This is an optimization exercise on Yosys and OpenROAD, whose aim is small area and few clock cycles per item, not a production implementation.
The RTL was checked by simulation tests, not by an equivalence proof against the original design.

==> flow/design.v <==
module magenta_sbox (
    input  wire [7:0] x,
    output wire [7:0] y
);
    function [7:0] xtime;
        input [7:0] v;
        begin
            xtime = {v[6:0], 1'b0} ^ (v[7] ? 8'h65 : 8'h00);
        end
    endfunction
    wire [4:0] h = x[7:3];
    wire [7:0] base;
    assign base[0] = 32'h728f092f >> h;
    assign base[1] = 32'h2236e2cc >> h;
    assign base[2] = 32'hc4c1a29a >> h;
    assign base[3] = 32'h85cf5f1c >> h;
    assign base[4] = 32'ha3c24bc8 >> h;
    assign base[5] = 32'hff37ba02 >> h;
    assign base[6] = 32'hc313068a >> h;
    assign base[7] = 32'h6a173d7c >> h;
    wire [7:0] m4 = x[2] ? xtime(xtime(xtime(xtime(base)))) : base;
    wire [7:0] m2 = x[1] ? xtime(xtime(m4)) : m4;
    wire [7:0] m1 = x[0] ? xtime(m2) : m2;
    assign y = {m1[7:1], m1[0] & ~&x};
endmodule
module magenta_pi (
    input  wire [127:0] x,
    output wire [127:0] y
);
    wire [127:0] sx;
    wire [127:0] ax;
    genvar j, i;
    generate
        for (j = 0; j < 16; j = j + 1) begin : g_s1
            magenta_sbox u_s1 (.x(x[127-8*j -: 8]), .y(sx[127-8*j -: 8]));
        end
        for (i = 0; i < 8; i = i + 1) begin : g_pair
            assign ax[127-16*i -: 8]     = x[127-8*i -: 8]     ^ sx[127-8*(i+8) -: 8];
            assign ax[127-16*i-8 -: 8]   = x[127-8*(i+8) -: 8] ^ sx[127-8*i -: 8];
        end
        for (j = 0; j < 16; j = j + 1) begin : g_s2
            magenta_sbox u_s2 (.x(ax[127-8*j -: 8]), .y(y[127-8*j -: 8]));
        end
    endgenerate
endmodule
module magenta_core (
    input  wire         clk,
    input  wire         rst,         
    input  wire         start,       
    input  wire         decrypt,     
    input  wire [1:0]   ksize,       
    input  wire [255:0] key,         
    input  wire [127:0] din,         
    output wire         ready,
    output wire         done,
    output wire [127:0] dout
);
    reg         busy;
    reg         done_r;
    reg [2:0]   round;       
    reg [2:0]   step;        
    reg         swap;        
    reg [1:0]   ksize_r;
    reg [255:0] key_r;
    reg [63:0]  h0, h1;      
    reg [127:0] c;           
    function [1:0] sched;
        input [1:0] ks;
        input [2:0] r;
        begin
            case (ks)
                2'd0:    sched = (r == 3'd2 || r == 3'd3) ? 2'd1 : 2'd0;
                2'd1:    case (r)
                             3'd1, 3'd4: sched = 2'd1;
                             3'd2, 3'd3: sched = 2'd2;
                             default:    sched = 2'd0;
                         endcase
                default: case (r)
                             3'd1, 3'd6: sched = 2'd1;
                             3'd2, 3'd5: sched = 2'd2;
                             3'd3, 3'd4: sched = 2'd3;
                             default:    sched = 2'd0;
                         endcase
            endcase
        end
    endfunction
    function [127:0] split;
        input [127:0] v;
        integer k;
        begin
            for (k = 0; k < 8; k = k + 1) begin
                split[127-8*k -: 8] = v[127-16*k -: 8];
                split[63-8*k -: 8]  = v[127-16*k-8 -: 8];
            end
        end
    endfunction
    wire [2:0] last_round = (ksize_r == 2'd2) ? 3'd7 : 3'd5;
    wire last_step = (step == 3'd5);
    wire next_t    = step[0];        
    wire last_blk  = busy && last_step && (round == last_round);
    wire [1:0] sk_sel = last_step ? sched(ksize_r, round + 3'd1)
                                  : sched(ksize_r, round);
    reg [63:0] subkey;
    always @(*) begin
        case (sk_sel)
            2'd0: subkey = key_r[255:192];
            2'd1: subkey = key_r[191:128];
            2'd2: subkey = key_r[127:64];
            default: subkey = key_r[63:0];
        endcase
    end
    wire [127:0] pi_mid, pi_out;
    magenta_pi u_pi0 (.x(c),      .y(pi_mid));
    magenta_pi u_pi1 (.x(pi_mid), .y(pi_out));
    wire [127:0] ps = split(pi_out);
    wire [63:0]  hsel   = (last_step ? swap : !swap) ? h1 : h0;
    wire [63:0]  new_hi = hsel ^ ps[127:64];
    wire [63:0]  new_lo = subkey ^ (last_step ? 64'd0 : ps[63:0]);
    wire accept = start && !busy;
    always @(posedge clk) begin
        if (accept)
            c <= {decrypt ? din[127:64] : din[63:0], key[255:192]};
        else if (next_t)
            c <= {new_hi, new_lo};
        else
            c <= pi_out;
        if (accept) begin
            key_r   <= key;
            ksize_r <= ksize;
        end
        if (accept || (busy && last_step && !swap))
            h0 <= accept ? din[127:64] : new_hi;
        if (accept || (busy && last_step && swap))
            h1 <= accept ? din[63:0] : new_hi;
    end
    always @(posedge clk) begin
        if (rst) begin
            busy   <= 1'b0;
            done_r <= 1'b0;
        end else begin
            done_r <= last_blk;
            if (accept)
                busy <= 1'b1;
            else if (last_blk)
                busy <= 1'b0;
        end
    end
    always @(posedge clk) begin
        if (accept) begin
            round <= 3'd0;
            step  <= 3'd0;
            swap  <= decrypt;
        end else if (busy) begin
            step <= last_step ? 3'd0 : step + 3'd1;
            if (last_step) begin
                round <= round + 3'd1;
                swap  <= ~swap;
            end
        end
    end
    assign ready = !busy;
    assign done  = done_r;
    assign dout  = {h0, h1};
endmodule
==> flow/config.mk <==
export PLATFORM = sky130hd
export DESIGN_NAME = magenta_core
export DESIGN_NICKNAME = magenta_core
export VERILOG_FILES = /design/flow/design.v
export SDC_FILE = /design/flow/constraint.sdc
export NUM_CORES = 4
export LEC_CHECK = 0
export CAP_MARGIN = 20
export CELL_PAD_IN_SITES_DETAIL_PLACEMENT = 0
export CELL_PAD_IN_SITES_GLOBAL_PLACEMENT = 0
export CORE_MARGIN = 2
export CORE_UTILIZATION = 45
export SLEW_MARGIN = 20
==> flow/constraint.sdc <==
create_clock -name core_clock -period 20.0 [get_ports {clk}]
set_input_delay 4.0000 -clock core_clock [delete_from_list [all_inputs] [get_ports {clk}]]
set_output_delay 4.0000 -clock core_clock [all_outputs]
set_load 0.01 [all_outputs]
standard.sh (not shown) runs the stock make flow with config.mk's settings and CLKGATE_MAP_FILE= SYNTH_SCRIPT=/design/flow/synth_recipe.tcl, a recipe that flattens the netlist after the stock synthesis.
==> flow/flow/run.sh <==
#!/bin/bash
# Layout flow: the standard flow, except for three settings.
#  - Synthesis maps the logic with an area-oriented ABC script
#    (flow/abc.script) and without Yosys's adder extraction.
#  - Port buffers use the smallest buffer cell.
#  - Clock tree: larger sink clusters, clkbuf_8 buffers below the root and
#    no dummy loads, for less buffer area.
# Everything else is the standard flow unchanged.
set -euo pipefail
W=$PWD
rm -rf "$W/scripts_mod"
cp -r "$FLOW_HOME/scripts" "$W/scripts_mod"
cp "$W/flow/abc.script" "$W/scripts_mod/abc_speed.script"
cp "$W/flow/abc.script" "$W/scripts_mod/abc_area.script"
SCRIPTS_DIR="$W/scripts_mod" ADDER_MAP_FILE= bash "$W/standard.sh" synth > "$W/flow_synth.log" 2>&1
BUFFER_PORTS_ARGS="-buffer_cell sky130_fd_sc_hd__buf_1" \
CTS_ARGS="-sink_clustering_enable -repair_clock_nets -sink_clustering_size 16 -sink_clustering_max_diameter 80 -dont_use_dummy_load -buf_list sky130_fd_sc_hd__clkbuf_8 -root_buf sky130_fd_sc_hd__clkbuf_16" \
  bash "$W/standard.sh" > "$W/flow_layout.log" 2>&1
==> flow/flow/abc.script <==
strash
&get -n
&deepsyn -T 120
&put
dch -f
amap
topo
stime -c
Testbench counts at the start, summed over its fixed seeds: cycles 20,924, items 512.
Next try:
==> flow/run.sh (new file) <==
#!/bin/bash
# synth_recipe.tcl (not shown) runs the flow's synth.tcl, then flattens the netlist and writes it again
# the make line also repeats each setting of config.mk as NAME=value (left out here)
make -C /OpenROAD-flow-scripts/flow DESIGN_CONFIG=/design/flow/config.mk WORK_HOME=/design/flow/orfs CLKGATE_MAP_FILE= SYNTH_SCRIPT=/design/flow/synth_recipe.tcl finish
CELL_PAD_IN_SITES_DETAIL_PLACEMENT = 1   (was 0)
CELL_PAD_IN_SITES_GLOBAL_PLACEMENT = 1   (was 0)
CORE_UTILIZATION = 35   (was 45)
removed: flow/flow/run.sh
removed: flow/flow/abc.script
removed: flow/standard.sh
After rerunning: The new run finished clean; worst setup slack gets better by 1700 ps; routed wire length goes up by 110%; utilization came out lower by 11 points; global-route usage decreases by 4.6 points.
Next try:
==> flow/flow/run.sh (new file) <==
#!/bin/bash
# Layout flow: the standard flow, except for three settings.
#  - Synthesis maps the logic with an area-oriented ABC script
#    (flow/abc.script) and without Yosys's adder extraction.
#  - Port buffers use the smallest buffer cell.
#  - Clock tree: larger sink clusters and no dummy loads, for fewer buffers.
# Everything else is the standard flow unchanged.
set -euo pipefail
W=$PWD
rm -rf "$W/scripts_mod"
cp -r "$FLOW_HOME/scripts" "$W/scripts_mod"
cp "$W/flow/abc.script" "$W/scripts_mod/abc_speed.script"
cp "$W/flow/abc.script" "$W/scripts_mod/abc_area.script"
SCRIPTS_DIR="$W/scripts_mod" ADDER_MAP_FILE= bash "$W/standard.sh" synth > "$W/flow_synth.log" 2>&1
BUFFER_PORTS_ARGS="-buffer_cell sky130_fd_sc_hd__buf_1" \
CTS_ARGS="-sink_clustering_enable -repair_clock_nets -sink_clustering_size 20 -sink_clustering_max_diameter 100 -dont_use_dummy_load" \
  bash "$W/standard.sh" > "$W/flow_layout.log" 2>&1
==> flow/flow/abc.script (new file) <==
strash
&get -n
&deepsyn -T 120
&put
dch -f
amap
topo
stime -c
==> flow/standard.sh (new file) <==
#!/bin/bash
# synth_recipe.tcl (not shown) runs the flow's synth.tcl, then flattens the netlist and writes it again
# the make line also repeats each setting of config.mk as NAME=value (left out here)
make -C /OpenROAD-flow-scripts/flow DESIGN_CONFIG=/design/flow/config.mk WORK_HOME=/design/flow/orfs CLKGATE_MAP_FILE= SYNTH_SCRIPT=/design/flow/synth_recipe.tcl "${@:-finish}"
CELL_PAD_IN_SITES_DETAIL_PLACEMENT = 0   (was 1)
CELL_PAD_IN_SITES_GLOBAL_PLACEMENT = 0   (was 1)
CORE_UTILIZATION = 55   (was 35)
removed: flow/run.sh
- The new run ran to the end with no violations
- clock-buffer cell count decreases by 52
- design area decreases by well over a third
Next try:
CORE_UTILIZATION = 45   (was 55)
Worst setup slack improves by 320 ps.
Die area rose by 22%.
Global-route usage is lower by 5.7 points.
Count of clock-buffer cells in the layout climbs by 1.
Register-to-register slack gains 320 ps.
Worst hold slack is worse by 26 ps.
Non-clock buffer count climbs by 20.

-- separate check: timing with driven ports --
How much do the figures lean on ideal ports? The routed layouts below were timed once more, with nothing changed but the port constraints.
Step 1 (the two cells are an assumption about what drives the block):
set clk [get_ports {clk}]
set_driving_cell -lib_cell sky130_fd_sc_hd__clkbuf_16 $clk
set_driving_cell -lib_cell sky130_fd_sc_hd__buf_2 [delete_from_list [all_inputs] $clk]
Step 2 also shifts input and output timing later by t, the mid clock arrival at the registers, as if the neighbouring blocks saw the same clock.
a / b / c = no drivers / after step 1 / after step 2; a / b = the first two.
run	t (ns)	slack for setup (ns)	hold WS [ns]	worst setup path at the end	clock arrival spread, ns
the first run	0.702	1.703 / 1.703 / 1.703	0.468 / 0.468 / 0.468	register to register	0.080 / 0.079
the second run	0.922	3.389 / 3.389 / 3.389	0.565 / 0.565 / 0.565	register to register	0.083 / 0.083
the third run	0.704	1.476 / 1.476 / 1.476	0.497 / 0.497 / 0.497	register to register	0.134 / 0.135
the fourth run	0.724	1.792 / 1.792 / 1.792	0.471 / 0.471 / 0.471	register to register	0.066 / 0.067
After both steps every run listed still meets setup and hold.
